Background: an optimization exercise with open tools, aiming at small area. Do not read the settings as production practice.
RTL that was checked went through simulation tests only; none was proved equivalent to the original.
For run 1, only the layout was checked, not whether the RTL still works.
Power is estimated from default activity; no workload was simulated.

==> flow/run.sh <==
#!/bin/bash
# The standard layout with these changes:
#  - synthesis maps the logic with an area-oriented ABC script (flow/area.abc);
#    everything else in synthesis, registers included, is the standard one
#  - ports are buffered with the smallest buffer cell
#  - clock tree synthesis uses small buffers and inserts no dummy loads
set -euo pipefail
W=$PWD
{
  echo 'proc synth {args} { yosys synth -nofsm -noshare {*}$args }'
  echo "proc abc {args} { set i [lsearch -exact \$args -script]; if {\$i >= 0} { lset args [expr {\$i + 1}] $W/flow/area.abc }; yosys abc {*}\$args }"
  tail -n +2 synth_recipe.tcl
} > my_synth.tcl
sed -e "s#SYNTH_SCRIPT=[^ ]*#SYNTH_SCRIPT=$W/my_synth.tcl#" standard.sh > my_standard.sh
export BUFFER_PORTS_ARGS="-buffer_cell sky130_fd_sc_hd__buf_1"
export CTS_ARGS="-sink_clustering_enable -repair_clock_nets -dont_use_dummy_load -buf_list sky130_fd_sc_hd__clkbuf_2 -root_buf sky130_fd_sc_hd__clkbuf_4"
bash my_standard.sh > standard.log 2>&1
==> standard.sh <==
#!/bin/bash
# synth_recipe.tcl (not shown) runs the flow's synth.tcl, then flattens the netlist and writes it again
# the make line also repeats each setting of config.mk as NAME=value (left out here)
make -C /OpenROAD-flow-scripts/flow DESIGN_CONFIG=/design/flow/config.mk WORK_HOME=/design/flow/orfs CLKGATE_MAP_FILE= SYNTH_SCRIPT=/design/flow/synth_recipe.tcl "${@:-finish}"
==> design.v <==
module iot_sae (
    input  wire        clk,
    input  wire        rst,             
    input  wire        FAULT_POLICY,    
    output wire        bus_req,
    input  wire        bus_ack,
    output wire [2:0]  bus_op,
    output wire        bus_cont,
    output wire [7:0]  bus_cmd,
    output wire [63:0] bus_addr,
    input  wire [1:0]  bus_status,
    input  wire [7:0]  bus_rdata,
    input  wire [63:0] bus_raddr,
    output wire        pin_req,
    input  wire        pin_ack,
    output wire        pin_op,
    output wire        pin_level,
    output wire        pin_ch,
    input  wire        pin_err,
    input  wire [9:0]  adc_data,
    output wire        pers_req,
    input  wire        pers_ack,
    output wire [7:0]  pers_sid,
    output wire [1:0]  pers_vkind,
    output wire [38:0] pers_vnum,
    input  wire        pers_err,
    output wire        dly_req,
    input  wire        dly_ack,
    output wire [25:0] dly_us,
    output wire        diag_valid,
    output wire [7:0]  diag_sid,
    output wire [3:0]  diag_kind,
    output wire [3:0]  st,
    output wire [3:0]  ph,
    output wire        fault,
    output wire [3:0]  fault_code,
    output wire [7:0]  fault_sid,
    output wire [7:0]  pidx
);
    localparam [6:0] W_INIT_RESET = 7'h00, W_INIT_ENUM  = 7'h08,
                     W_START_CONV = 7'h18, W_AWAIT_CONV = 7'h20,
                     W_RT_CMD     = 7'h28, W_RT_BYTE    = 7'h29, W_RT_PERSIST = 7'h2B,
                     W_DS_LED_ON  = 7'h30, W_DS_HOLD_RISE = 7'h31, W_DS_SAMPLE = 7'h32,
                     W_DS_HOLD_PULSE = 7'h33, W_DS_LED_OFF = 7'h34, W_DS_HOLD_SETTLE = 7'h35,
                     W_DS_PERSIST = 7'h37,
                     W_HM_SAMPLE  = 7'h38, W_HM_PERSIST = 7'h39,
                     W_SLEEP      = 7'h40,
                     W_FAULT      = 7'h48,
                     W_PRE     = 7'h50, W_IDLE    = 7'h51, W_RT_ASR  = 7'h52, W_HM_FIN = 7'h53,
                     W_DS_CLR  = 7'h60, W_DS_ACC  = 7'h61, W_DS_CONV = 7'h62,
                     W_CONV_LO = 7'h63, W_CONV_HI = 7'h64, W_HM_P1   = 7'h65,
                     W_HM_P2   = 7'h66,
                     W_EV_NODEV = 7'h69, W_EV_INSUF = 7'h6A, W_EV_BUS = 7'h6B,
                     W_EV_PIN   = 7'h6D, W_EV_CRC   = 7'h6E, W_EV_BATCH = 7'h6F,
                     W_EV_PERSP = 7'h78, W_EV_PERSD = 7'h7D, W_EV_PERSH = 7'h7E;
    localparam [31:0] K_HUM_MUL = 32'd31325;        
    localparam [31:0] K_HUM_B   = 32'd132637065;    
    localparam [31:0] K_HUM_DLO = 32'd160141962;    
    localparam [10:0] K_HUM_DHI = 11'd2018;         
    localparam [31:0] K_DUST_X  = 32'd14419;        
    localparam [31:0] K_DUST_C  = 32'd105;          
    localparam [31:0] K_DUST_HI = 32'd1424016;
    reg  [6:0]  w;
    reg         pol;
    reg  [1:0]  pidx_q;
    reg  [4:0]  cnt;
    reg  [1:0]  dph;
    reg  [63:0] a_out, r0, r1, r2;
    reg  [38:0] vnum;
    reg  [9:0]  rr;           
    wire [3:0] s  = w[6:3];
    wire [2:0] p  = w[2:0];
    assign st   = s;
    assign ph   = {1'b0, p};
    assign pidx = {6'd0, pidx_q};
    wire s0 = (s == 4'd0), s1 = (s == 4'd1), s3 = (s == 4'd3), s4 = (s == 4'd4);
    wire s5 = (s == 4'd5), s6 = (s == 4'd6), s7 = (s == 4'd7), s8 = (s == 4'd8);
    wire sA = (s == 4'd10), sC = (s == 4'd12), sD = (s == 4'd13), sF = (s == 4'd15);
    assign fault      = (s == 4'd9);
    assign fault_code = fault ? cnt[3:0] : 4'd0;
    assign fault_sid  = fault ? {5'd0, cnt[4], pidx_q} : 8'd0;
    wire [2:0] psid = {pidx_q == 2'd3, pidx_q[0] ^ pidx_q[1], ~pidx_q[0]};    
    assign diag_valid = s[3] & s[2] & s[0];
    assign diag_kind  = {s[1], p & {3{~s[1]}}};
    wire   ev_p   = s[1] ? (p == 3'd0) : (p == 3'd6);
    wire   ev_z   = ~s[1] & ~p[2];
    wire   ev_6   = p[1] & ~p[0];
    wire [2:0] ev_sid = ev_p ? psid : ev_z ? 3'd0 : {1'b1, ev_6, ~ev_6};
    assign diag_sid   = {5'd0, ev_sid};
    wire call = ~s[3] | s8;
    assign bus_req  = (~s[3] & ~s[2]) | (s5 & ~p[1]);
    assign pin_req  = (s6 | s7) & ~p[0];
    assign pers_req = (s5 & p[1]) | (s6 & p[2] & p[1]) | (s7 & p[0]);
    assign dly_req  = s4 | s8 | (s6 & p[0] & ~(p[2] & p[1]));
    assign bus_op   = {1'b0, s[2] | s[1], s[0] & ~s[1] & (~s[2] | p[0])};
    assign bus_cont = (cnt != 5'd0);
    wire   rcmd     = s[2];
    assign bus_cmd  = {rcmd, ~rcmd, rcmd, rcmd, rcmd, 1'b1, rcmd, 1'b0};
    assign bus_addr = a_out;
    assign pin_op    = s[0] | p[1];
    assign pin_level = ~p[2];
    assign pin_ch    = s[0];
    wire sx = s[1];
    assign pers_sid   = {5'd0, sx ? 1'b1 : psid[2], sx ? s[0] : psid[1], sx ? ~s[0] : psid[0]};
    assign pers_vkind = {s[1], s[0] | ~s[1]};
    assign pers_vnum  = vnum;
    wire d40 = s[2] & ~s[1];
    wire d80 = s[3];
    wire d61 = s[1] & ~p[2] & ~p[1];
    wire d63 = s[1] & p[1];
    wire d65 = s[1] & p[2];
    assign dly_us = {d80, d80, d80, 1'b0, 1'b0, d80, d40, d40, ~s[1], ~s[1], d80, d40,
                     d65, 1'b0, 1'b0, d65 | d80, ~s[1], d61 | d65 | d80, d65, d40 | d65,
                     d63, d61 | d65, d61 | d63, 1'b0, 1'b0, 1'b0};
    function [7:0] crc_byte(input [7:0] c_in);
        reg [7:0] c;
        integer j;
        begin
            c = c_in;
            for (j = 0; j < 8; j = j + 1)
                c = c[0] ? ((c >> 1) ^ 8'h8C) : (c >> 1);
            crc_byte = c;
        end
    endfunction
    wire [7:0] crc_next = crc_byte(rr[7:0] ^ bus_rdata);
    wire swap    = (w == W_IDLE) & (dph == 2'd0);
    wire enum_ok = s1 & bus_ack & (bus_status == 2'd0);
    always @(posedge clk) begin
        r1 <= r0;
        r2 <= r1;
        r0 <= swap ? a_out : r2;
        if (enum_ok)   a_out <= bus_raddr;
        else if (swap) a_out <= r2;
    end
    wire [10:0] A    = vnum[38:28];
    wire        c0   = (cnt == 5'd0);
    wire        last = (cnt == 5'd27);
    wire        ack  = bus_ack | pin_ack | pers_ack | dly_ack;
    wire        byte_ack = (w == W_RT_BYTE) & ack;
    wire        pass = sC;    
    reg        op_adda, op_ldb0, keepA, m, cin;
    reg [10:0] addend;
    always @* begin
        op_adda = 1'b0; op_ldb0 = 1'b0;
        keepA = ~c0; m = 1'b0; cin = 1'b0; addend = 11'd0;
        case (w)
            W_RT_BYTE: if (ack) begin
                if (cnt == 5'd0) op_ldb0 = 1'b1;
                if (cnt == 5'd1) begin
                    op_adda = 1'b1; keepA = 1'b0;
                    addend = {{3{bus_rdata[7]}}, bus_rdata};
                end
            end
            W_RT_ASR: keepA = 1'b1;
            W_DS_CLR:  cin = K_DUST_X[cnt];
            W_CONV_HI: cin = K_DUST_HI[cnt];
            W_DS_ACC: begin
                cin = vnum[0];
                addend = c0 ? {1'b0, rr} : {10'd0, cnt == 5'd23};
            end
            W_DS_CONV: begin
                m = vnum[0] & (cnt < 5'd14);
                addend = m ? 11'd125 : 11'd0;
                cin = K_DUST_C[cnt];
            end
            W_HM_P1: begin
                m = K_HUM_MUL[cnt];
                addend = m ? {1'b0, rr} : 11'd0;
                cin = K_HUM_B[cnt];
            end
            W_HM_P2: begin
                m = vnum[0];
                addend = m ? {1'b0, rr} : 11'd0;
                cin = K_HUM_DLO[cnt];
            end
            W_HM_FIN: begin op_adda = 1'b1; keepA = 1'b1; addend = K_HUM_DHI; end
            default: ;
        endcase
    end
    wire op_shift = pass | (w == W_RT_ASR);
    wire [10:0] sum = (keepA ? A : 11'd0) + addend + {10'd0, cin};
    always @(posedge clk) begin
        if (op_shift)
            vnum <= {keepA & vnum[38], sum, vnum[27:1]};
        else if (op_adda)
            vnum[38:28] <= sum;
        else if (op_ldb0)
            vnum[27:20] <= bus_rdata;
    end
    wire err = ((s0 | s1) & (bus_status != 2'd0)) | (s6 & ~p[1] & ~p[0] & pin_err) | (pers_req & pers_err);
    wire adv_ds = (pidx_q == 2'd3);
    wire [6:0] w_adv = adv_ds ? W_DS_CLR : W_IDLE;
    wire crc_ok = (crc_next == 8'd0);
    reg        go;
    reg [6:0]  nxt;
    always @* begin
        go  = 1'b0;
        nxt = W_FAULT;
        case (w)
            W_PRE:        begin go = 1'b1; nxt = W_INIT_RESET; end
            W_INIT_RESET: begin go = ack; nxt = ~err ? W_INIT_ENUM : bus_status[1] ? W_EV_BUS : W_EV_NODEV; end
            W_INIT_ENUM:  begin go = ack; nxt = ~err ? W_IDLE : c0 ? W_EV_NODEV : W_EV_INSUF; end
            W_IDLE:       begin go = (dph == 2'd0); nxt = (cnt[1] | cnt[0]) ? W_INIT_ENUM : W_START_CONV; end
            W_START_CONV: begin go = ack; nxt = W_AWAIT_CONV; end
            W_AWAIT_CONV: begin go = ack; nxt = W_RT_CMD; end
            W_RT_CMD:     begin go = ack; nxt = W_RT_BYTE; end
            W_RT_BYTE:    begin go = ack & (cnt == 5'd8); nxt = crc_ok ? W_RT_ASR : W_EV_CRC; end
            W_RT_ASR:     begin go = (cnt == 5'd19); nxt = W_RT_PERSIST; end
            W_RT_PERSIST: begin go = ack; nxt = err ? W_EV_PERSP : w_adv; end
            W_DS_CLR:     begin go = last; nxt = W_DS_LED_ON; end
            W_DS_LED_ON:  begin go = ack; nxt = err ? W_EV_PIN : W_DS_HOLD_RISE; end
            W_DS_HOLD_RISE:  begin go = ack; nxt = W_DS_SAMPLE; end
            W_DS_SAMPLE:  begin go = ack; nxt = W_DS_ACC; end
            W_DS_ACC:     begin go = last; nxt = W_DS_HOLD_PULSE; end
            W_DS_HOLD_PULSE: begin go = ack; nxt = W_DS_LED_OFF; end
            W_DS_LED_OFF: begin go = ack; nxt = err ? W_EV_PIN : W_DS_HOLD_SETTLE; end
            W_DS_HOLD_SETTLE: begin
                go = ack;
                nxt = ~vnum[27] ? W_DS_LED_ON : ~vnum[14] ? W_CONV_LO :
                      (vnum[13:0] >= 14'd9493) ? W_CONV_HI : W_DS_CONV;
            end
            W_DS_CONV, W_CONV_LO, W_CONV_HI: begin go = last; nxt = W_DS_PERSIST; end
            W_DS_PERSIST: begin go = ack; nxt = err ? W_EV_PERSD : W_HM_SAMPLE; end
            W_HM_SAMPLE:  begin go = ack; nxt = W_HM_P1; end
            W_HM_P1:      begin go = last; nxt = W_HM_P2; end
            W_HM_P2:      begin go = last; nxt = W_HM_FIN; end
            W_HM_FIN:     begin go = 1'b1; nxt = W_HM_PERSIST; end
            W_HM_PERSIST: begin go = ack; nxt = err ? W_EV_PERSH : W_SLEEP; end
            W_SLEEP:      begin go = ack; nxt = W_IDLE; end
            W_EV_NODEV, W_EV_INSUF, W_EV_BUS: go = 1'b1;
            W_EV_CRC, W_EV_PERSP: begin go = 1'b1; if (pol) nxt = w_adv; end
            W_EV_PIN:     begin go = 1'b1; nxt = W_EV_BATCH; end
            W_EV_BATCH, W_EV_PERSD: begin go = 1'b1; if (pol) nxt = W_HM_SAMPLE; end
            W_EV_PERSH:   begin go = 1'b1; if (pol) nxt = W_SLEEP; end
            default: ;
        endcase
    end
    wire to_fault = diag_valid & (nxt == W_FAULT);
    wire adv = go & ((w == W_RT_PERSIST) | (w == W_EV_CRC) | (w == W_EV_PERSP)) & (nxt != W_FAULT) & (nxt != W_EV_PERSP);
    reg [4:0] cnt_n;
    always @* begin
        if (pass)
            cnt_n = last ? 5'd0 : cnt + 5'd1;
        else if (w == W_RT_ASR)
            cnt_n = cnt + 5'd1;
        else if (ack)
            cnt_n = (s1 | (w == W_RT_BYTE & cnt != 5'd8)) ? cnt + 5'd1 : 5'd0;
        else
            cnt_n = cnt;
        if (to_fault) cnt_n = {ev_sid[2], diag_kind};
    end
    always @(posedge clk) begin
        if (rst) begin
            w      <= W_PRE;
            pol    <= FAULT_POLICY;
            pidx_q <= 2'd0;
            cnt    <= 5'd0;
            dph    <= 2'd0;
        end else begin
            if (go) w <= nxt;
            cnt <= cnt_n;
            if (to_fault)  pidx_q <= ev_sid[1:0];
            else if (adv)  pidx_q <= pidx_q + 2'd1;
            dph    <= swap ? 2'd0 : (dph == 2'd0) ? 2'd2 : dph - 2'd1;
        end
    end
    always @(posedge clk) begin
        if ((w == W_DS_SAMPLE || w == W_HM_SAMPLE) && ack)
            rr <= adc_data;
        else if (w == W_RT_CMD && ack)
            rr[7:0] <= 8'd0;
        else if (byte_ack)
            rr[7:0] <= crc_next;
    end
endmodule
==> config.mk <==
export PLATFORM = sky130hd
export DESIGN_NAME = iot_sae
export DESIGN_NICKNAME = iot_sae
export VERILOG_FILES = /design/flow/design.v
export SDC_FILE = /design/flow/constraint.sdc
export NUM_CORES = 4
export LEC_CHECK = 0
export CAP_MARGIN = 20
export CORE_MARGIN = 2
export CORE_UTILIZATION = 50
export SLEW_MARGIN = 20
==> constraint.sdc <==
create_clock -name core_clock -period 18.0 [get_ports {clk}]
set_input_delay 3.6000 -clock core_clock [delete_from_list [all_inputs] [get_ports {clk}]]
set_output_delay 3.6000 -clock core_clock [all_outputs]
set_load 0.01 [all_outputs]
==> flow/area.abc <==
strash; dc2; strash; dch -f; map -a; strash; dch -f; map -a; mfs2 -a; strash; dch -f; amap; topo
==> run notes, run 1 <==
- The post-detailed-route count of antenna-violating nets is 0.
- The share of power burned in registers is a little under three fifths.
- The run finished with no timing, DRC or antenna violations.
- The top cell type by total area after synthesis is sky130_fd_sc_hd__dfxtp_1.
- The path category of the worst min-delay check is reg -> reg.
- The height of the chip is ~160 um.
- The hold violation count in the final report is 0.
- Buffers added to address setup during post-CTS repair amount to 0.
- The ratio of routed vias to standard cells is between 5 and 6.
- The worst setup path is of the in -> reg kind.
- The clock sink total is 322.
- The final number of max-transition violations came to 0.
- The clock insertion delay at the later pin of the skew report is 0.68 ns.
- The net count of the finished layout is ~1500.
- The worst setup path is captured at a register.
- The initial core utilization is between 50% and 60%.
- The share of total power dissipated in the clock network is between 10% and 20%.
- Clock-pin slew was measured on the worst setup and hold paths at around 0.090 ns.
- Data on the critical path arrives at its endpoint at 7.56 ns.
- The CTS tree is built.
- Counting flops with a built-in enable in the synthesized netlist gives approximately 110.
- The H-tree was split into 3 levels.
- The switching power total is ~640 uW.
- The sum of internal, switching and leakage power is between 2000 and 2500 uW.
- The achievable frequency is around 140 MHz.
- The number of max-cap violations is 0.
- The HPWL after detailed placement is ~21000 um.
- After synthesis, the largest family of logic cells by area is compound AO/OA/AOI/OAI gates.
- Input and output buffers added on the ports amount to 260.
- At the worst endpoint, the required time is ~18 ns.
- Setup violations remaining at the end of the flow were counted as 0.
- The buffer depth of the longest clock path is 3.
- The die covers about 0.025 mm^2.
- The synthesized netlist devotes between 10% and 20% of its cell area to compound gates.
- The area growth from synthesis to layout is 13.3%.
- Global routing finished with a remaining overflow of 0.
- Buffers inserted during clock tree synthesis total 80.
- The post-synthesis sequential element count is between 300 and 400.
- Of all flip-flops after synthesis, the portion carrying an async set or reset was 0%.
- The most prevalent standard cell on the critical path is sky130_fd_sc_hd__nor2_1.
- The least setup slack across all paths after layout is 10.77 ns.
- In this run the power density over the cells is around 150 mW/mm^2.
- Among all stages on the critical path, the largest delay is contributed by sky130_fd_sc_hd__a21boi_1.
- The detailed-route wire length per cell is roughly 18 um.
- The fraction of post-synthesis cell area in the top cell type by area is approximately a third.
- The post-detailed-route DRC marker count is 0.
- The post-synthesis share of cell area spent on and, or, nand and nor gates is about 9%.
- In this run, post-CTS repair resized a total of 0 instances.
- For this run, the slowest stage of the critical path takes 0.77 ns.
- For this run, the number of Yosys warnings is 1.
- Together, buffers and inverters on the worst path number 5.
- Multiplexer cells account for 0% of the synthesized area.
- The number of top-level design ports is a little under 300.
- The cell at the root of the clock tree is sky130_fd_sc_hd__clkbuf_4.
- The routed layout has just over 9000 vias.
- The area inside the core boundary is approximately 0.024 mm^2.
- The first global-routing pass estimated slightly below 50000 um of wire.
- The post-layout minimum cycle time is approximately 7.2 ns.
- Adding up every negative setup slack in the final design gives 0 ns.
- The mean post-synth cell area is between 10 and 15 um^2.
- The width of the die is roughly 160 um.
- Of the total synthesized cell area, the portion taken by full adders, half adders and majority gates is ~2%.
- In this run, the combinational gates consume 25.6% of the power.
- The initial antenna violation count was 4.
- The combined global-route utilization of all metal layers is 24.0%.
- The pre-CTS setup slack is 10.16 ns.
- The number of global-route vias before repair is ~9200.
- The number of standard-cell rows in the floorplan is 56.
- The predominant post-synthesis flop cell is sky130_fd_sc_hd__dfxtp_1.
- The setup skew after layout is 0.117 ns.
- Of the cells placed in the final design, the portion with a size suffix greater than 1 is under 10%.
- With fillers left out, the area of the finished cells amounts to 0.0136 mm^2.
- The first TritonRoute pass finished after 5 iterations.
- In the post-synthesis netlist, the biggest area contributors are sky130_fd_sc_hd__dfxtp_1 (35%), sky130_fd_sc_hd__edfxtp_1 (28%), sky130_fd_sc_hd__o22a_1 (9.9%).
- VDD sags by at most slightly below 0.00008 V.
- The synthesized area is ~0.012 mm^2.
- Setup repair after global routing left no endpoint under its margin.
- Internal power comes to 1380 uW.
- After Yosys synthesis, XOR and XNOR cells account for 0% of the synthesized area.
- Hold is met by about 0.27 ns.
- The startpoint kind of the worst setup timing path is a primary input.
- In the synthesized netlist, the number of instances is ~1100.
- In the finished design, the share of the clock period the worst path needs comes to between 40% and 50%.
- The portion of the post-synthesis area used by sequential elements is 63.1%.
- For the pin with the worst max-slew slack, the measured transition is 1.02 ns.
- Summing all placed instances gives a cell area of 0.0132 mm^2.
- The kind of cell with the highest combined delay on the critical path is compound AO/OA/AOI/OAI gates.
- Along the worst path, the maximum fanout reaches 11.
- The sum of routed wire length over all layers is around 31000 um.
- The DRC violation total after the first TritonRoute iteration is 650.
- The final RePlAce weighted congestion is 0.882.
- Entering global routing, the biggest net connects 67 pins.
- The switching share of power is a little under a third.
- In this run the tightest slew margin relative to its limit is about a third.
- The number of hold buffers added after CTS was 0.
- The leakage power is 0.00503 uW.
- The synthesized netlist contains 50 unique library cells.
-- cells by family (layout without fill, tap and decap cells) --
group,Yosys count,count (layout)
adders and majority gates,18,18
other,2,37
DFF,322,322
AOI/OAI and AO/OA,315,315
buffers and inverters,153,449
and+or+nand+nor,243,243
-- synthesized netlist by cell type, types with 4 or more instances --
master                     number
sky130_fd_sc_hd__a211oi_1      14
sky130_fd_sc_hd__a21oi_1       43
sky130_fd_sc_hd__a221oi_1       4
sky130_fd_sc_hd__a31oi_1        6
sky130_fd_sc_hd__buf_4         56
sky130_fd_sc_hd__clkinv_1      97
sky130_fd_sc_hd__dfxtp_1      208
sky130_fd_sc_hd__edfxtp_1     114
sky130_fd_sc_hd__ha_1          16
sky130_fd_sc_hd__nand2_1       52
sky130_fd_sc_hd__nand3_1        7
sky130_fd_sc_hd__nand4_1        4
sky130_fd_sc_hd__nor2_1       110
sky130_fd_sc_hd__nor2b_1       12
sky130_fd_sc_hd__nor3_1        30
sky130_fd_sc_hd__nor4_1         9
sky130_fd_sc_hd__o21a_1         6
sky130_fd_sc_hd__o21ai_0       46
sky130_fd_sc_hd__o22a_1       136
sky130_fd_sc_hd__o22ai_1       22
sky130_fd_sc_hd__o311ai_0       4
sky130_fd_sc_hd__o32ai_1        5
sky130_fd_sc_hd__or3_1         10
sky130_fd_sc_hd__or4_1          4
-- cell usage in the layout, fill, tap and decap left out, drive strengths merged, types with 3 or more instances in the layout --
| cell type | netlist | final |
|---|---|---|
| nand2 | 52 | 52 |
| dfxtp | 208 | 208 |
| diode | 0 | 5 |
| conb | 2 | 32 |
| o21a | 6 | 6 |
| nor2b | 12 | 12 |
| a221oi | 4 | 4 |
| nor2 | 110 | 110 |
| or4 | 4 | 4 |
| clkbuf | 0 | 80 |
| clkinv | 97 | 95 |
| o22a | 136 | 136 |
| o22ai | 22 | 22 |
| nand4 | 4 | 4 |
| o311ai | 4 | 4 |
| edfxtp | 114 | 114 |
| buf | 56 | 272 |
| nand3 | 7 | 7 |
| nor4 | 9 | 9 |
| a211oi | 14 | 14 |
| nor3 | 30 | 30 |
| a21oi | 43 | 43 |
| a22oi | 3 | 3 |
| o21ai | 46 | 46 |
| ha | 16 | 16 |
| or3 | 10 | 10 |
| o32ai | 5 | 5 |
| a31oi | 6 | 6 |
-- state kept, by name, summed over array words and instances, names as in the netlist --
| name | flops |
|---|---|
| pidx_q | 2 |
| r1 | 64 |
| pol | 1 |
| r0 | 64 |
| r2 | 64 |
| vnum | 39 |
| dph | 2 |
| cnt | 5 |
| a_out | 64 |
| w | 7 |
| rr | 10 |
-- per-stage QoR --
step,std cells,utilization (%)
CTS,1698,57.8
global placement,1617,56.0
detailed placement,1618,56.0
finish,1703,57.9
floorplan,1083,-
global route,1701,57.9
-- cell type report --
| type | count | area (um^2) |
|---|---|---|
| multi-input combinational | 608 | 3780 |
| sequential | 322 | 7590 |
| clock buffer | 80 | 423 |
| inverter | 97 | 364 |
| tap | 319 | 399 |
| antenna | 5 | 12.5 |
| timing repair buffer | 272 | 1060 |
| fill | 2172 | 9910 |
-- per-layer routing --
layer | track usage (%) | part of all wire (%)
met4 | 9.21 | 2.7
met1 | 29.6 | 42
met5 | 0 | 0.051
met2 | 38.6 | 46
met3 | 8.73 | 8.6
-- power by group through the flow --
stage / logic (uW) / registers [uW] / clock network, uW
final: 519 / 1140 / 371
after global routing: 566 / 1160 / 420
after CTS: 518 / 1140 / 390
after detailed placement: 516 / 1150 / 0
after global placement: 510 / 1140 / 0
after floorplan: 375 / 1130 / 0
-- final timing paths --
kind / startpoint / cells past startpoint / endpoint / slack, ns
setup / recovery: bus_ack / 27 / vnum[38]$_DFFE_PP_ / 10.77
hold reg to reg: r0[59]$_DFF_P_ / 0 / r1[59]$_DFF_P_ / 0.27
setup reg to reg: w[4]$_SDFFE_PP1P_ / 29 / vnum[38]$_DFFE_PP_ / 11.62
hold / removal: r0[59]$_DFF_P_ / 0 / r1[59]$_DFF_P_ / 0.27
==> run 2: changes to the inputs <==
--- a/design.v
+++ b/design.v
@@ -131,4 +131,3 @@
         r0 <= swap ? a_out : r2;
-        if (enum_ok)   a_out <= bus_raddr;
-        else if (swap) a_out <= r2;
+        a_out <= ({64{enum_ok}} & bus_raddr) | ({64{swap}} & r2) | ({64{~(enum_ok | swap)}} & a_out);
     end
@@ -182,8 +181,10 @@
     always @(posedge clk) begin
+        vnum[38:28] <= ({11{op_shift}} & {keepA & vnum[38], sum[10:1]}) |
+                       ({11{op_adda}} & sum) |
+                       ({11{~(op_shift | op_adda)}} & vnum[38:28]);
+        vnum[27:20] <= ({8{op_shift}} & {sum[0], vnum[27:21]}) |
+                       ({8{op_ldb0}} & bus_rdata) |
+                       ({8{~(op_shift | op_ldb0)}} & vnum[27:20]);
         if (op_shift)
-            vnum <= {keepA & vnum[38], sum, vnum[27:1]};
-        else if (op_adda)
-            vnum[38:28] <= sum;
-        else if (op_ldb0)
-            vnum[27:20] <= bus_rdata;
+            vnum[19:0] <= vnum[20:1];
     end
==> flow/area.abc (replaced) <==
strash; dc2; strash; dch -f; map -a; strash; dch -f; map -a; mfs2 -a; strash; dch -f; map -a; mfs2 -a; strash; dch -f; amap; topo
==> run notes, run 2 <==
- The flow ran to the end and the layout has no timing, DRC or antenna violations.
- The power density of the placed cells came to 166 mW/mm^2 (+12%).
- The transition time at the pin with the least slew margin was 0.964 ns (-0.0558 ns).
- The width of the die is 157 um (-1.6%).
- The path with the worst hold slack has its endpoint at r2[35]$_DFF_P_.
- The reg-to-reg critical path startpoint is w[5]$_SDFFE_PP0P_.
- The share of final-layout standard cells stronger than drive strength 1 is 6.09% (-0.95 points).
- The number of hold buffers added after cts is 0 (unchanged).
- The end of the worst register-to-register path is vnum[37]$_DFF_P_.
- The achievable frequency is 135 MHz (-2.4%).
- The biggest fanout along the worst timing path came to 12 (+1).
- The final-stage net count is 1575 (+5.6%).
- The count of H-tree levels built during CTS is 3 (unchanged).
- The reg-to-reg setup timing slack came to 11.53 ns (-0.09 ns).
- The clock-pin slew on the worst setup and hold paths is 0.10 ns (about the same).
- The worst setup path is captured at a register.
- The post-synthesis sequential element count is 322 (unchanged).
- The setup skew after layout was 0.0775 ns (-0.0398 ns).
- The detailed-route wire length per cell is 17.7 um (-3.2%).
- The number of detailed-routing iterations run before antenna repair is 6 (+1).
- The number of top-level design ports was 293 (unchanged).
- The fraction of the cycle the final worst path needs is 41.1% (+0.98 points).
- The number of max-cap violations is 0 (unchanged).
- The clock buffer count from CTS is 77 (-3.8%).
- The library cell used most frequently in the layout, excluding fill and tap cells, is sky130_fd_sc_hd__dfxtp_1.
- The number of setup buffers added after CTS was 0 (unchanged).
- The library cells used most frequently in the layout, excluding fill and tap cells, are sky130_fd_sc_hd__dfxtp_1 (291), sky130_fd_sc_hd__buf_1 (260), sky130_fd_sc_hd__clkinv_1 (169).
- The startpoint kind of the worst setup timing path is a primary input.
- The fraction of post-synthesis cell area in the top cell type by area came to 50.1% (+15 points).
- In this run the most critical hold path is launched from r1[35]$_DFF_P_.
- The final RePlAce weighted congestion is 0.943 (+7.0%).
- The post-layout minimum cycle time was 7.40 ns (+0.177 ns).
- The area inside the core boundary came to 0.0227 mm^2 (-3.5%).
- The clock insertion delay at the later pin of the skew report is 0.68 ns (about the same).
- The hold violation count in the final report is 0 (unchanged).
- The initial antenna violation count is 1 (-3).
- The HPWL after detailed placement came to 21300 um (+0.92%).
- The count of yosys warnings during synthesis is 1 (unchanged).
- The ratio of routed vias to standard cells came to 5.63 (+4.0%).
- The combined global-route utilization of all metal layers is 24.7% (+0.72 points).
- The number of enable-type register cells in the synthesized netlist is 31 (-73%).
- Setup repair after global routing left no endpoint under its margin.
- The predominant post-synthesis flop cell is sky130_fd_sc_hd__dfxtp_1.
- By area the synthesized netlist is led by sky130_fd_sc_hd__dfxtp_1 (50%), sky130_fd_sc_hd__edfxtp_1 (8.0%), sky130_fd_sc_hd__a222oi_1 (5.7%).
- The wire length of the first global-routing pass is 48100 um (-1.1%).
- The count of endpoints failing setup in the final report is 0 (unchanged).
- The clock sink total is 322 (unchanged).
- The via count is 9847 (+6.7%).
- The depth of the most critical reg-to-reg path is 32 (+10%).
- The number of global-route vias before repair came to 9322 (+1.9%).
- Sorting the synthesized cells by how often they occur yields sky130_fd_sc_hd__dfxtp_1 (291), sky130_fd_sc_hd__clkinv_1 (170), sky130_fd_sc_hd__nor2_1 (117).
- The pre-CTS setup slack came to 10.09 ns (-0.0757 ns).
- The pin count of the biggest net entering global routing came to 103 (+54%).
- The die area was 0.0245 mm^2 (-3.3%).
- The initial core utilization is 51.2% (+0.11 points).
- The number of standard-cell rows in the floorplan is 55 (-1.8%).
- The total congestion overflow is 0 (unchanged).
- Among all cell types in the netlist, the one instantiated most often is sky130_fd_sc_hd__dfxtp_1.
- The mean post-synth cell area is 10.2 um^2 (-11%).
- The path category of the worst min-delay check is reg -> reg.
- The DRC violation total after the first TritonRoute iteration is 1053 (+62%).
- The setup TNS came to 0 ns (unchanged).
- The final number of max-transition violations is 0 (unchanged).
- The quantity of I/O buffers inserted on ports is 260 (unchanged).
- The top cell type by total area after synthesis is sky130_fd_sc_hd__dfxtp_1.
- The post-synthesis cell type count is 46 (-8.0%).
- The sum of internal, switching and leakage power came to 2180 uW (+7.7%).
- The tightest slew margin relative to the limit is 35.1% (+3.4 points).
- The tree is rooted in a sky130_fd_sc_hd__clkbuf_4.
- The post-detailed-route DRC marker count came to 0 (unchanged).
- TritonCTS built the clock tree.
- The post-detailed-route count of antenna-violating nets is 0 (unchanged).
- The sum of routed wire length over all layers was 30900 um (-0.66%).
- The height of the chip is 157 um (-1.6%).
- The synthesis-to-layout area growth is 13.2% (about the same).
- The portion of the post-synthesis area used by sequential elements is 58.1% (-5.0 points).
- The least setup slack across all paths after layout is 10.60 ns (-0.177 ns).
- The arrival time at the worst endpoint is 7.89 ns (+0.33 ns).
- The highest ir drop seen on vdd is 0.0000854 V (+10%).
- The worst setup path is of the in -> reg kind.
- The leakage power was 0.00495 uW (-1.6%).
- The proportion of synthesized flip-flops having asynchronous set or reset is 0% (unchanged).
- The hold-critical path depth is 0 (unchanged).
- The synthesized area is 0.0116 mm^2 (-3.3%).
- The count of cells resized by post-cts repair was 0 (unchanged).
- The worst path required time is 18.48 ns (+0.14 ns).
- The buffer depth of the longest clock path was 3 (unchanged).
- The post-synthesis cell count is 1143 (+8.5%).
-- run 2: cell types whose count changed in the layout (fill, tap and decap cells not counted), sizes merged, moves of 27 or more --
cell,before,now
clkinv,95,169
o22a,136,73
a222oi,1,66
o21ai,46,73
edfxtp,114,31
dfxtp,208,291
-- run 2: layer usage --
metal	track usage, %	up-vias	routed length (um)
met4	11.0	0	1010
met3	7.92	81	2860
li1	-	4716	-
met5	0	-	0
met1	31.3	4573	13000
met2	38.6	477	14000
-- run 2: logic make-up after synthesis --
family | Yosys count | share of synthesized area, %
buffers and inverters | 226 | 9.10
DFF | 322 | 58.1
and+or+nand+nor | 236 | 8.83
AOI/OAI and AO/OA | 339 | 21.8
adders and majority gates | 18 | 2.07
other | 2 | 0.0646
-- run 2: area by class of cell --
cell class,instances,area (um^2)
diodes,1,2.50
repair buffers,268,1060
inverters,170,641
clock buffers,77,408
well taps,285,357
fillers,2174,9550
flip-flops and latches,322,6760
multi-input cells,625,3940
-- run 2: power breakdown --
group | internal, uW | switching, uW | leakage, uW | total [uW]
registers | 1030 | 154 | 0.00270 | 1180
logic | 260 | 376 | 0.00193 | 636
clock network | 123 | 242 | 0.000324 | 365
total | 1410 | 773 | 0.00495 | 2180
-- run 2: worst max path at each step --
stage	start	to	depth (start not counted)
2_1_floorplan	bus_status[1]	a_out[0]$_DFF_P_	6
3_3_place_gp	bus_ack	vnum[37]$_DFF_P_	19
3_5_place_dp	bus_ack	vnum[37]$_DFF_P_	19
4_1_cts	bus_ack	vnum[37]$_DFF_P_	19
5_1_grt	bus_ack	vnum[37]$_DFF_P_	19
6_report	bus_ack	vnum[37]$_DFF_P_	19
-- run 2: critical path: stages --
cell and delay [ns]:
sky130_fd_sc_hd__buf_1 0.10, sky130_fd_sc_hd__nor4_1 0.82, sky130_fd_sc_hd__nor2_1 0.24, sky130_fd_sc_hd__nand4_1 0.26, sky130_fd_sc_hd__clkinv_1 0.26, sky130_fd_sc_hd__nor2_1 0.65
sky130_fd_sc_hd__clkinv_1 0.18, sky130_fd_sc_hd__o21ai_0 0.23, sky130_fd_sc_hd__o21ai_0 0.17, sky130_fd_sc_hd__ha_1 0.36, sky130_fd_sc_hd__a21oi_1 0.20, sky130_fd_sc_hd__clkinv_1 0.11
sky130_fd_sc_hd__a21oi_1 0.15, sky130_fd_sc_hd__nor2_1 0.06, sky130_fd_sc_hd__nor2_1 0.11, sky130_fd_sc_hd__nand2_1 0.06, sky130_fd_sc_hd__o21ai_0 0.11, sky130_fd_sc_hd__o22a_1 0.16
sky130_fd_sc_hd__o21ai_0 0.06
-- run 2: per-stage QoR --
stage / util, % / cells / hold slack [ns] / area (um^2)
floorplan: - / 1173 / 0.310 / 11700
global placement: 56.0 / 1669 / 0.310 / 12700
detailed placement: 56.0 / 1669 / 0.312 / 12700
CTS: 57.8 / 1746 / 0.277 / 13100
global route: 58.0 / 1748 / 0.272 / 13200
finish: 58.0 / 1748 / 0.280 / 13200
==> run 3: changes to the inputs <==
--- a/flow/run.sh
+++ b/flow/run.sh
@@ -15,3 +15,3 @@
 export BUFFER_PORTS_ARGS="-buffer_cell sky130_fd_sc_hd__buf_1"
-export CTS_ARGS="-sink_clustering_enable -repair_clock_nets -dont_use_dummy_load -buf_list sky130_fd_sc_hd__clkbuf_2 -root_buf sky130_fd_sc_hd__clkbuf_4"
+export CTS_ARGS="-sink_clustering_enable -repair_clock_nets -dont_use_dummy_load -buf_list sky130_fd_sc_hd__clkbuf_4 -root_buf sky130_fd_sc_hd__clkbuf_4 -sink_clustering_size 10 -sink_clustering_max_diameter 50"
 bash my_standard.sh > standard.log 2>&1
==> run notes, run 3 <==
- The run finished with no timing, DRC or antenna violations.
- The fraction of the mapped netlist area in compound gates is 21.8% (unchanged).
- The post-layout minimum cycle time was 7.40 ns (-0.00440 ns).
- The CTS tree is built.
- The post-layout instance area is 0.0131 mm^2 (-0.80%).
- The pin count of the biggest net entering global routing came to 103 (unchanged).
- The sum of routed wire length over all layers is 30500 um (-1.2%).
- The hold violation count in the final report is 0 (unchanged).
- The count of endpoints failing setup in the final report came to 0 (unchanged).
- The proportion of synthesized flip-flops having asynchronous set or reset is 0% (unchanged).
- The quantity of I/O buffers inserted on ports is 260 (unchanged).
- The total congestion overflow is 0 (unchanged).
- The initial antenna violation count is 2 (+1).
- The most frequent standard cell in the layout excluding fill and tap cells is sky130_fd_sc_hd__dfxtp_1.
- The critical path is of the in -> reg type.
- The transition time at the pin with the least slew margin came to 0.997 ns (+0.0326 ns).
- The ratio of routed vias to standard cells was 5.69 (+1.0%).
- The buffer depth of the longest clock path is 3 (unchanged).
- The highest ir drop seen on vdd came to 0.0000899 V (+5.2%).
- The number of standard-cell rows in the floorplan is 55 (unchanged).
- The count of cells resized by post-cts repair is 0 (unchanged).
- The setup TNS is 0 ns (unchanged).
- Ranked by instance count, the synthesized netlist is headed by sky130_fd_sc_hd__dfxtp_1 (291), sky130_fd_sc_hd__clkinv_1 (170), sky130_fd_sc_hd__nor2_1 (117).
- The count of buffering cells on the critical path with inverters included came to 4 (unchanged).
- The width of the die is 157 um (unchanged).
- The kind of cell with the highest combined delay on the critical path is simple AND/OR/NAND/NOR gates.
- The final-stage net count is 1538 (-2.3%).
- The fraction of post-synthesis cell area in the top cell type by area is 50.1% (unchanged).
- The area of combinational cells with multiple inputs is 0.00394 mm^2 (unchanged).
- The synthesized area was 0.0116 mm^2 (unchanged).
- The number of top-level design ports came to 293 (unchanged).
- Compared with the post-synthesis result, the final layout area differs by 12.3%.
- By area the synthesized netlist is led by sky130_fd_sc_hd__dfxtp_1 (50%), sky130_fd_sc_hd__edfxtp_1 (8.0%), sky130_fd_sc_hd__a222oi_1 (5.7%).
- The cell at the root of the clock tree is sky130_fd_sc_hd__clkbuf_4.
- The clock sink total came to 322 (unchanged).
- The biggest fanout along the worst timing path is 12 (unchanged).
- The number of enable-type register cells in the synthesized netlist is 31 (unchanged).
- The count of yosys warnings during synthesis is 1 (unchanged).
- The fraction of the mapped netlist area in adder cells came to 2.07% (unchanged).
- The number of setup buffers added after CTS was 0 (unchanged).
- The die area came to 0.0245 mm^2 (unchanged).
- The clock buffer count from CTS came to 40 (-48%).
- The post-synthesis cell type count is 46 (unchanged).
- The startpoint kind of the worst setup timing path is a primary input.
- The height of the chip is 157 um (unchanged).
- The power density of the placed cells is 163 mW/mm^2 (-1.5%).
- The top cell type by total area after synthesis is sky130_fd_sc_hd__dfxtp_1.
- The post-synthesis cell count is 1143 (unchanged).
- The detailed-route wire length per cell is 17.8 um (+0.91%).
- The share of final-layout standard cells stronger than drive strength 1 is 3.65% (-2.4 points).
- The initial core utilization is 51.2% (unchanged).
- The post-synthesis share of cell area spent on and, or, nand and nor gates is 8.83% (unchanged).
- The leakage power was 0.00481 uW (-2.8%).
- The wire length of the first global-routing pass was 47300 um (-1.7%).
- The clock-pin slew on the worst setup and hold paths was 0.10 ns (about the same).
- The arrival time at the worst endpoint is 7.88 ns (about the same).
- After synthesis, the largest family of logic cells by area is compound AO/OA/AOI/OAI gates.
- The signal on the critical path passes through buf_1 -> nor4_1 -> nor2_1 -> nand4_1 -> clkinv_1 -> nor2_1 -> clkinv_1 -> o21ai_0 -> o21ai_0 -> ha_1 -> a21oi_1 -> clkinv_1 -> a21oi_1 -> nor2_1 -> nor2_1 -> nand2_1 -> o21ai_0 -> o22a_1 -> o21ai_0.
- The post-detailed-route DRC marker count came to 0 (unchanged).
- The clock insertion delay at the later pin of the skew report is 0.65 ns (-0.03 ns).
- The cell area after placement is 0.0127 mm^2 (unchanged).
- The sequential standard cell area is 0.00676 mm^2 (unchanged).
- The number of detailed-routing iterations run before antenna repair is 6 (unchanged).
- The area inside the core boundary is 0.0227 mm^2 (unchanged).
- By instance count, the leading cell after synthesis is sky130_fd_sc_hd__dfxtp_1.
- The fraction of the cycle the final worst path needs is 41.1% (about the same).
- The setup skew after layout was 0.0894 ns (+0.0119 ns).
- The final RePlAce weighted congestion is 0.943 (unchanged).
- Setup repair after global routing left no endpoint under its margin.
- The largest stage delay on the critical path is 0.82 ns (about the same).
- The predominant post-synthesis flop cell is sky130_fd_sc_hd__dfxtp_1.
- The proportion of synthesized area in mux cells came to 0% (unchanged).
- The worst path required time is 18.49 ns (about the same).
- The portion of the post-synthesis area used by sequential elements is 58.1% (unchanged).
- The combined global-route utilization of all metal layers is 24.1% (-0.59 points).
- The number of hold buffers added after cts is 0 (unchanged).
- The filler cell count in the final layout is 2185 (+0.51%).
- The post-detailed-route count of antenna-violating nets is 0 (unchanged).
- The via count is 9744 (-1.0%).
- The cell with the largest stage delay on the worst path is sky130_fd_sc_hd__nor4_1.
- The final number of max-transition violations is 0 (unchanged).
- The critical path capture point type is a register.
- The count of H-tree levels built during CTS is 2 (-1).
- The number of max-cap violations came to 0 (unchanged).
- The number of global-route vias before repair was 9030 (-3.1%).
- The tightest min-delay check is of the reg -> reg type.
- The DRC violation total after the first TritonRoute iteration is 1080 (+2.6%).
- The post-synthesis sequential element count is 322 (unchanged).
- The tightest slew margin relative to the limit came to 33.1% (-2.0 points).
- The mean post-synth cell area was 10.2 um^2 (unchanged).
- The XOR/XNOR share of the synthesized area is 0% (unchanged).
- The HPWL after detailed placement is 21300 um (unchanged).
- The achievable frequency is 135 MHz (about the same).
- In the layout the commonest cells are sky130_fd_sc_hd__dfxtp_1 (291), sky130_fd_sc_hd__buf_1 (260), sky130_fd_sc_hd__clkinv_1 (169).
[run 3: metal layers]
metal  share of wire [%]  wire (um)  track usage, %
met1                  43      13100            31.5
met2                  45      13800            38.6
met3                 8.7       2670            6.04
met4                 3.1        946            9.17
met5                   0          0               0
[run 3: logic make-up (layout without fill, tap and decap cells)]
kind of cell	Yosys count	in the layout
compound gates	339	339
flops	322	322
simple gates	236	236
buf+inv	226	478
fa+ha+maj	18	18
other cells	2	34
[run 3: layout make-up]
cell class                      instances  area share, %
Clock buffer                           40           2.30
Multi-Input combinational cell        625           30.2
Tap cell                              285           2.73
Timing Repair Buffer                  268           8.09
Inverter                              170           4.91
Antenna cell                            2         0.0383
Sequential cell                       322           51.7
[run 3: per-stage QoR]
step	power (uW)	hold slack, ns	setup WS, ns	cells	util [%]
after detailed placement	1830	0.312	10.09	1669	56.0
after CTS	2150	0.266	10.72	1709	57.3
after global placement	1820	0.310	10.22	1669	56.0
after global routing	2270	0.269	9.99	1711	57.5
after floorplan	1610	0.310	7.75	1173	-
final	2130	0.270	10.60	1712	57.5
[run 3: final timing paths]
check	from	endpoint	slack (ns)	cells after the start
worst max register to register	w[5]$_SDFFE_PP0P_	vnum[37]$_DFF_P_	11.58	32
worst min register to register	r1[0]$_DFF_P_	r2[0]$_DFF_P_	0.27	0
worst min-delay path	r1[0]$_DFF_P_	r2[0]$_DFF_P_	0.27	0
worst max-delay path	bus_ack	vnum[37]$_DFF_P_	10.60	19
[run 3: report_power, final]
part | leakage, uW | internal, uW | switching [uW]
Sequential | 0.00270 | 1030 | 155
Combinational | 0.00193 | 260 | 376
Clock | 0.000184 | 103 | 213
==> run 4: changes to the inputs <==
==> flow/area.abc (replaced) <==
strash; dc2; strash; dch -f; amap; strash; dch -f; amap; mfs2 -a; strash; dch -f; amap; mfs2 -a; strash; dch -f; amap; topo
==> run notes, run 4 <==
- The flow ran to the end and the layout has no timing, DRC or antenna violations.
- The detailed-route wire length per cell is 18.1 um (+1.4%).
- The clock insertion delay at the later pin of the skew report is 0.65 ns (about the same).
- The sum of routed wire length over all layers was 30800 um (+0.83%).
- The number of hold buffers added after cts is 0 (unchanged).
- The sum of internal, switching and leakage power was 2040 uW (-4.3%).
- The tightest slew margin relative to the limit is 29.7% (-3.4 points).
- The die area is 0.0244 mm^2 (-0.38%).
- The final core utilization is 57.4% (-0.066 points).
- The post-synthesis sequential element count is 322 (unchanged).
- The arrival time at the worst endpoint came to 7.80 ns (-0.08 ns).
- The via count was 9641 (-1.1%).
- The most frequent standard cell in the layout excluding fill and tap cells is sky130_fd_sc_hd__dfxtp_1.
- After synthesis, the cell types taking the most area are sky130_fd_sc_hd__dfxtp_1 (50%), sky130_fd_sc_hd__edfxtp_1 (8.0%), sky130_fd_sc_hd__a222oi_1 (6.0%).
- The biggest fanout along the worst timing path is 8 (-4).
- The mean post-synth cell area is 10.2 um^2 (+0.67%).
- The HPWL after detailed placement is 21500 um (+1.2%).
- The synthesis-to-layout area growth is 12.6%.
- The width of the die was 156 um (-0.19%).
- The number of enable-type register cells in the synthesized netlist is 31 (unchanged).
- The startpoint identified for the worst hold timing path is r1[52]$_DFF_P_.
- The number of max-cap violations is 0 (unchanged).
- For hold timing, the worst endpoint is r2[52]$_DFF_P_.
- The clock-pin slew on the worst setup and hold paths was 0.10 ns (about the same).
- The setup skew after layout is 0.0690 ns (-0.0204 ns).
- The area inside the core boundary is 0.0227 mm^2 (unchanged).
- The DRC violation total after the first TritonRoute iteration is 838 (-22%).
- The synthesized area is 0.0116 mm^2 (-0.39%).
- The quantity of I/O buffers inserted on ports is 260 (unchanged).
- The share of final-layout standard cells stronger than drive strength 1 was 3.95% (+0.30 points).
- The post-layout minimum cycle time is 7.31 ns (-0.0887 ns).
- The final number of max-transition violations was 0 (unchanged).
- The number of detailed-routing iterations run before antenna repair is 7 (+1).
- The count of cells resized by post-cts repair was 0 (unchanged).
- The clock sink total is 322 (unchanged).
- The number of global-route vias before repair was 8865 (-1.8%).
- Counting instances in the post-synthesis netlist gives the leading cell types as sky130_fd_sc_hd__dfxtp_1 (291), sky130_fd_sc_hd__clkinv_1 (166), sky130_fd_sc_hd__nor2_1 (123).
- The end of the worst register-to-register path is vnum[37]$_DFF_P_.
- The count of yosys warnings during synthesis is 1 (unchanged).
- Among all flip-flop cells after synthesis, the most frequent one is sky130_fd_sc_hd__dfxtp_1.
- The fraction of the cycle the final worst path needs is 40.6% (-0.49 points).
- The portion of the post-synthesis area used by sequential elements is 58.3% (+0.23 points).
- The cell at the root of the clock tree is sky130_fd_sc_hd__clkbuf_4.
- The most frequent cell after synthesis is sky130_fd_sc_hd__dfxtp_1.
- The post-synthesis cell count is 1131 (-1.0%).
- The largest total area in the synthesized netlist belongs to sky130_fd_sc_hd__dfxtp_1.
- The top cell types in the final layout, fill and taps aside, are sky130_fd_sc_hd__dfxtp_1 (291), sky130_fd_sc_hd__buf_1 (260), sky130_fd_sc_hd__clkinv_1 (165).
- The setup TNS is 0 ns (unchanged).
- The pre-CTS setup slack is 10.11 ns (+0.0267 ns).
- The depth of the most critical reg-to-reg path is 32 (unchanged).
- The clock buffer count from CTS came to 41 (+2.5%).
- STA classifies the critical path endpoint as a register.
- The achievable frequency is 137 MHz (+1.2%).
- The power density of the placed cells is 156 mW/mm^2 (-4.2%).
- The total congestion overflow came to 0 (unchanged).
- The least setup slack across all paths after layout came to 10.69 ns (+0.0887 ns).
- The proportion of synthesized flip-flops having asynchronous set or reset was 0% (unchanged).
- In this run the worst hold path is classified as reg -> reg.
- Setup repair after global routing left no endpoint under its margin.
- The post-synthesis cell type count is 48 (+4.3%).
- The initial antenna violation count is 1 (-1).
- The combined global-route utilization of all metal layers came to 24.5% (+0.39 points).
- The highest ir drop seen on vdd is 0.0000986 V (+9.7%).
- The initial core utilization was 51.0% (-0.20 points).
- The reg-to-reg setup timing slack is 11.58 ns (about the same).
- The number of top-level design ports is 293 (unchanged).
- The fraction of post-synthesis cell area in the top cell type by area is 50.3% (+0.19 points).
- The CTS tree is built.
- The height of the chip is 156 um (-0.19%).
- The final-stage net count is 1530 (-0.52%).
- The worst register-to-register path begins at w[6]$_SDFFE_PP1P_.
- The number of standard-cell rows in the floorplan is 55 (unchanged).
- The buffer depth of the longest clock path is 3 (unchanged).
- The hold violation count in the final report came to 0 (unchanged).
- The number of setup buffers added after CTS is 0 (unchanged).
- The post-detailed-route DRC marker count is 0 (unchanged).
- The ratio of routed vias to standard cells came to 5.66 (-0.53%).
- The final RePlAce weighted congestion is 0.975 (+3.4%).
- The pin count of the biggest net entering global routing came to 101 (-1.9%).
- The transition time at the pin with the least slew margin is 1.05 ns (+0.0574 ns).
- The worst hold margin was 0.273 ns (+0.00234 ns).
- The critical path is of the in -> reg type.
- The count of endpoints failing setup in the final report is 0 (unchanged).
- The wire length of the first global-routing pass came to 47300 um (+0.15%).
- The post-detailed-route count of antenna-violating nets is 0 (unchanged).
- STA classifies the critical path startpoint as a primary input.
- The hold-critical path depth came to 0 (unchanged).
- The worst path required time is 18.49 ns (about the same).
- The count of H-tree levels built during CTS was 2 (unchanged).
- The leakage power is 0.00482 uW (about the same).
[run 4: cell types whose count changed after synthesis, moves of 4 or more]
cell and change:
sky130_fd_sc_hd__o21ai_0 -19, sky130_fd_sc_hd__a21oi_1 -15, sky130_fd_sc_hd__nand2_1 +11, sky130_fd_sc_hd__a211oi_1 -8
sky130_fd_sc_hd__o221ai_1 +7, sky130_fd_sc_hd__nor2_1 +6, sky130_fd_sc_hd__o22ai_1 +5, sky130_fd_sc_hd__clkinv_1 -4
sky130_fd_sc_hd__o21a_1 +4, sky130_fd_sc_hd__o22a_1 -4
[run 4: worst max path at each step]
stage             startpoint                  end  slack, ns  depth (start not counted)
3_5_place_dp    bus_rdata[0]  cnt[2]$_SDFFE_PP0P_      10.11                         17
3_3_place_gp         bus_ack     vnum[37]$_DFF_P_      10.24                         28
2_1_floorplan  bus_status[1]     a_out[0]$_DFF_P_       9.73                          6
6_report        bus_rdata[0]  cnt[2]$_SDFFE_PP0P_      10.69                         17
5_1_grt         bus_rdata[0]  cnt[2]$_SDFFE_PP0P_      10.28                         17
4_1_cts         bus_rdata[0]  cnt[2]$_SDFFE_PP0P_      10.77                         17
[run 4: cells by family after synthesis]
| kind of cell | Yosys count | share of synthesized area, % |
|---|---|---|
| other cells | 2 | 0.0648 |
| xor+xnor | 1 | 0.0756 |
| fa+ha+maj | 18 | 2.07 |
| compound gates | 319 | 21.4 |
| flops | 322 | 58.3 |
| buf+inv | 222 | 9.01 |
| simple gates | 247 | 9.05 |
[run 4: per-stage QoR]
stage               instances  area, um^2
finish                   1703       13000
global route             1703       13000
CTS                      1701       13000
detailed placement       1660       12700
global placement         1660       12700
floorplan                1161       11700
[run 4: worst max-delay path, cell delays in order]
cell and delay, ns:
sky130_fd_sc_hd__buf_1 0.10, sky130_fd_sc_hd__clkinv_1 0.10, sky130_fd_sc_hd__o22ai_1 0.22, sky130_fd_sc_hd__clkinv_1 0.15
sky130_fd_sc_hd__o21ai_0 0.46, sky130_fd_sc_hd__o21ai_0 0.23, sky130_fd_sc_hd__o21ai_0 0.22, sky130_fd_sc_hd__nor3b_1 0.33
sky130_fd_sc_hd__a21oi_1 0.17, sky130_fd_sc_hd__or2_0 0.25, sky130_fd_sc_hd__nand3b_1 0.20, sky130_fd_sc_hd__or3_1 0.42
sky130_fd_sc_hd__nor2_1 0.40, sky130_fd_sc_hd__clkinv_1 0.25, sky130_fd_sc_hd__and3_1 0.29, sky130_fd_sc_hd__a222oi_1 0.34
sky130_fd_sc_hd__nor2_1 0.06
[run 4: layout make-up]
cell class                 count  area (um^2)
fill                        2089         9670
sequential                   322         6760
tap                          285          357
clock buffer                  41          308
timing repair buffer         271         1080
multi-input combinational    617         3910
antenna                        1         2.50
inverter                     166          626
[run 4: layer usage]
metal | GRT usage, % | vias to the layer above | share of wire, % | routed length [um]
met5 | 0 | - | 0 | 0
met4 | 10.1 | 0 | 3.5 | 1080
met3 | 6.17 | 84 | 8.3 | 2550
met2 | 39.3 | 421 | 46 | 14200
met1 | 31.6 | 4518 | 42 | 13000
li1 | - | 4618 | - | -
[run 4: where the power goes]
part,leakage [uW],switching [uW],total (uW),internal (uW)
combinational,0.00192,343,579,237
clock,0.000189,213,318,105
sequential,0.00270,136,1140,1010
==> run 5: changes to the inputs <==
--- a/flow/run.sh
+++ b/flow/run.sh
@@ -15,3 +15,4 @@
 export BUFFER_PORTS_ARGS="-buffer_cell sky130_fd_sc_hd__buf_1"
-export CTS_ARGS="-sink_clustering_enable -repair_clock_nets -dont_use_dummy_load -buf_list sky130_fd_sc_hd__clkbuf_4 -root_buf sky130_fd_sc_hd__clkbuf_4 -sink_clustering_size 10 -sink_clustering_max_diameter 50"
+export SKIP_REPAIR_TIE_FANOUT=1
+export CTS_ARGS="-sink_clustering_enable -repair_clock_nets -dont_use_dummy_load -buf_list sky130_fd_sc_hd__clkbuf_4 -root_buf sky130_fd_sc_hd__clkbuf_4 -sink_clustering_size 11 -sink_clustering_max_diameter 40"
 bash my_standard.sh > standard.log 2>&1
--- a/config.mk
+++ b/config.mk
@@ -9,3 +9,4 @@
 export CORE_MARGIN = 2
-export CORE_UTILIZATION = 50
+export CORE_UTILIZATION = 45
+export PLACE_DENSITY = 0.75
 export SLEW_MARGIN = 20
==> run notes, run 5 <==
- The post-detailed-route count of antenna-violating nets is 0 (unchanged).
- The number of setup buffers added after CTS came to 0 (unchanged).
- The switching power total came to 700 uW (+1.2%).
- The worst hold path begins at r1[60]$_DFF_P_.
- The total congestion overflow is 0 (unchanged).
- The setup TNS is 0 ns (unchanged).
- Leaving out fill and tap cells, the most frequent cell in the layout is sky130_fd_sc_hd__dfxtp_1.
- The flow ran to the end and the layout has no timing, DRC or antenna violations.
- The post-synthesis cell count is 1131 (unchanged).
- The clock sink total is 322 (unchanged).
- The count of buffering cells on the critical path with inverters included came to 4 (unchanged).
- The share of power burned in registers is 56.3% (+0.3 points).
- The share of final-layout standard cells stronger than drive strength 1 is 4.04% (+0.085 points).
- The final RePlAce weighted congestion is 0.962 (-1.3%).
- The number of hold buffers added after cts came to 0 (unchanged).
- The count of endpoints failing setup in the final report is 0 (unchanged).
- The cell area after placement is 0.0126 mm^2 (-0.44%).
- The post-layout instance area is 0.0130 mm^2 (-0.50%).
- The leakage power came to 0.00471 uW (-2.2%).
- The area inside the core boundary is 0.0253 mm^2 (+11%).
- The final core utilization came to 51.4% (-6.0 points).
- The count of H-tree levels built during CTS was 2 (unchanged).
- The number of max-cap violations came to 0 (unchanged).
- The critical path capture point type is a register.
- The part of the total power dissipated in the clock network is 15.9% (+0.3 points).
- The post-synthesis cell type count was 48 (unchanged).
- The DRC violation total after the first TritonRoute iteration came to 1028 (+23%).
- The wire length of the first global-routing pass is 48100 um (+1.7%).
- The setup skew after layout was 0.0945 ns (+0.0255 ns).
- The count of yosys warnings during synthesis is 1 (unchanged).
- The initial antenna violation count is 2 (+1).
- The tightest slew margin relative to the limit is 32.6% (+2.9 points).
- After synthesis, the most frequently instantiated cells are sky130_fd_sc_hd__dfxtp_1 (291), sky130_fd_sc_hd__clkinv_1 (166), sky130_fd_sc_hd__nor2_1 (123).
- The fraction of the cycle the final worst path needs is 41.3% (+0.67 points).
- The startpoint kind of the worst setup timing path is a primary input.
- The least setup slack across all paths after layout is 10.57 ns (-0.121 ns).
- The number of enable-type register cells in the synthesized netlist is 31 (unchanged).
- The post-layout minimum cycle time is 7.43 ns (+0.121 ns).
- The initial core utilization is 45.9% (-5.1 points).
- The number of global-route vias before repair is 9197 (+3.7%).
- The startpoint identified for the worst register-to-register timing path is w[6]$_SDFFE_PP1P_.
- The proportion of synthesized flip-flops having asynchronous set or reset came to 0% (unchanged).
- The synthesis-to-layout area growth is 12.0%.
- The portion of the post-synthesis area used by sequential elements is 58.3% (unchanged).
- The internal cell power is 1350 uW (about the same).
- The path category of the worst min-delay check is reg -> reg.
- Leaving out fill and tap cells, the most frequent cells in the layout are sky130_fd_sc_hd__dfxtp_1 (291), sky130_fd_sc_hd__buf_1 (260), sky130_fd_sc_hd__clkinv_1 (165).
- The final-stage net count is 1500 (-2.0%).
- sky130_fd_sc_hd__dfxtp_1 is the most common cell in the netlist.
- The launching instance or port of the critical path is bus_rdata[0].
- The sequential standard cell area is 0.00676 mm^2 (unchanged).
- The pin count of the biggest net entering global routing is 111 (+9.9%).
- The buffer depth of the longest clock path is 3 (unchanged).
- The portion of total power attributed to combinational logic was 27.8% (-0.6 points).
- The clock-pin slew on the worst setup and hold paths is 0.11 ns (about the same).
- The CTS tree is built.
- The synthesized area is 0.0116 mm^2 (unchanged).
- Setup repair after global routing left no endpoint under its margin.
- The combined global-route utilization of all metal layers is 22.3% (-2.2 points).
- The mean post-synth cell area was 10.2 um^2 (unchanged).
- The top cell type by total area after synthesis is sky130_fd_sc_hd__dfxtp_1.
- The area of combinational cells with multiple inputs is 0.00380 mm^2 (-2.9%).
- The power density of the placed cells came to 158 mW/mm^2 (+0.88%).
- The die area was 0.0270 mm^2 (+11%).
- The filler cell count in the final layout was 2366 (+13%).
- The worst setup path is of the in -> reg kind.
- The quantity of I/O buffers inserted on ports was 260 (unchanged).
- The height of the chip is 164 um (+5.3%).
- The hold violation count in the final report is 0 (unchanged).
- Broken down by cell family, the worst path's largest delay share belongs to simple AND/OR/NAND/NOR gates.
- The post-synthesis sequential element count is 322 (unchanged).
- The critical path goes through buf_1 -> clkinv_1 -> o22ai_1 -> clkinv_1 -> o21ai_0 -> o21ai_0 -> o21ai_0 -> nor3b_1 -> a21oi_1 -> or2_0 -> nand3b_1 -> or3_1 -> nor2_1 -> clkinv_1 -> and3_1 -> a222oi_1 -> nor2_1.
- The ratio of routed vias to standard cells came to 5.61 (-0.86%).
- The transition time at the pin with the least slew margin came to 1.00 ns (-0.0493 ns).
- In the synthesized netlist the dominant register cell turns out to be sky130_fd_sc_hd__dfxtp_1.
- The cell count after placement is 1675 (+0.90%).
- The biggest fanout along the worst timing path was 8 (unchanged).
- The clock buffer count from CTS is 42 (+2.4%).
- The number of standard cells in the final layout excluding fillers is 1721 (+1.1%).
- The width of the die is 164 um (+5.3%).
- The sum of routed wire length over all layers is 30900 um (+0.23%).
- The clock insertion delay at the later pin of the skew report came to 0.68 ns (+0.03 ns).
- The number of detailed-routing iterations run before antenna repair was 6 (-1).
- The fraction of post-synthesis cell area in the top cell type by area was 50.3% (unchanged).
- The post-detailed-route DRC marker count is 0 (unchanged).
- The final number of max-transition violations is 0 (unchanged).
- The via count is 9659 (+0.19%).
- The number of standard-cell rows in the floorplan is 58 (+5.5%).
- The HPWL after detailed placement was 21700 um (+0.76%).
- The detailed-route wire length per cell is 17.9 um (-0.81%).
- The worst path required time is 18.50 ns (about the same).
- The number of top-level design ports was 293 (unchanged).
- After synthesis, the cell types taking the most area are sky130_fd_sc_hd__dfxtp_1 (50%), sky130_fd_sc_hd__edfxtp_1 (8.0%), sky130_fd_sc_hd__a222oi_1 (6.0%).
- The arrival time at the worst endpoint is 7.94 ns (+0.14 ns).
- The pre-CTS setup slack was 10.02 ns (-0.0899 ns).
- CTS placed an instance of sky130_fd_sc_hd__clkbuf_4 at the clock tree root.
- The highest ir drop seen on vdd is 0.0000969 V (-1.7%).
- The count of cells resized by post-cts repair was 0 (unchanged).
- The switching share of power is 34.2% (+0.28 points).
- The largest stage delay on the critical path is 0.46 ns (about the same).
- The achievable frequency was 135 MHz (-1.6%).
- The cell with the largest stage delay on the worst path is sky130_fd_sc_hd__nor2_1.
## run 5: cell counts after synthesis
No cell type changed its count.
## run 5: kinds of logic after synthesis
group	synth area share [%]
DFF	58.3
AOI/OAI and AO/OA	21.4
and+or+nand+nor	9.05
buffers and inverters	9.01
adders and majority gates	2.07
other	0.0648
xor gates and xnor gates	0.0756
## run 5: stage by stage
step / hold slack [ns] / total power (uW)
after floorplan: 0.310 / 1530
after global placement: 0.310 / 1710
after detailed placement: 0.312 / 1730
after CTS: 0.306 / 2060
after global routing: 0.293 / 2180
final: 0.294 / 2050
## run 5: metal layers
layer	track usage, %	vias up	wire [um]
li1	-	4585	-
met1	27.8	4539	12600
met2	36.0	452	14300
met3	6.76	83	2910
met4	9.13	0	1030
met5	0	-	0
## run 5: path summary, 6_finish.rpt
path / end / slack (ns) / cells after the start
worst max-delay path: cnt[4]$_SDFFE_PP0P_ / 10.57 / 17
worst min-delay path: r2[60]$_DFF_P_ / 0.29 / 0
worst max register to register: vnum[37]$_DFF_P_ / 11.65 / 32
worst min register to register: r2[60]$_DFF_P_ / 0.29 / 0
## run 5: final cells by class
type | instances | area share, %
Antenna cell | 4 | 0.0771
Clock buffer | 42 | 2.43
Inverter | 166 | 4.82
Multi-Input combinational cell | 587 | 29.3
Sequential cell | 322 | 52.1
Tap cell | 330 | 3.18
Timing Repair Buffer | 270 | 8.13
## run 5: power groups by stage
stage | combinational [uW] | clock (uW) | sequential, uW
final | 570 | 325 | 1150
after global routing | 628 | 365 | 1180
after CTS | 570 | 339 | 1150
after detailed placement | 567 | 0 | 1160
after global placement | 561 | 0 | 1150
after floorplan | 374 | 0 | 1160
## run 5: worst register-to-register path, delay by kind of cell, from the launching register on
family	cells	cell delay [ns]
compound gates	10	1.72
flops	1	0.52
buf+inv	5	0.82
simple gates	15	2.46
fa+ha+maj	2	0.69

[static timing again, ports no longer ideal]
The flow's constraints put no driver on any port. The routed layouts listed below were extracted and timed again, unchanged, in two steps.
Step 1 (the two cells are an assumption about what drives the block):
set clk [get_ports {clk}]
set_driving_cell -lib_cell sky130_fd_sc_hd__clkbuf_16 $clk
set_driving_cell -lib_cell sky130_fd_sc_hd__buf_2 [delete_from_list [all_inputs] $clk]
Step 2 times the ports against the registers' clock, not the clock port: input delays grow and output delays shrink by t, the midpoint of the rising clock arrivals with the driver on.
Three values: ideal ports, drivers, drivers and shift; two values: the first two.
run	t (ns)	setup slack, ns	worst setup path at the end	latest minus earliest clock arrival (ns)
run 1	0.671	10.775 / 10.729 / 10.124	input to register	0.117 / 0.118
run 2	0.680	10.598 / 10.619 / 9.939	input to register	0.091 / 0.090
run 3	0.650	10.602 / 10.620 / 9.969	input to register	0.098 / 0.099
run 4	0.658	10.691 / 10.693 / 10.034	input to register	0.069 / 0.069
run 5	0.672	10.569 / 10.572 / 9.900	input to register	0.096 / 0.096
After both steps every run listed still meets setup and hold. For run 5, which loses most, drivers alone change the setup slack by +0.003 ns; drivers and shift together by -0.669 ns.
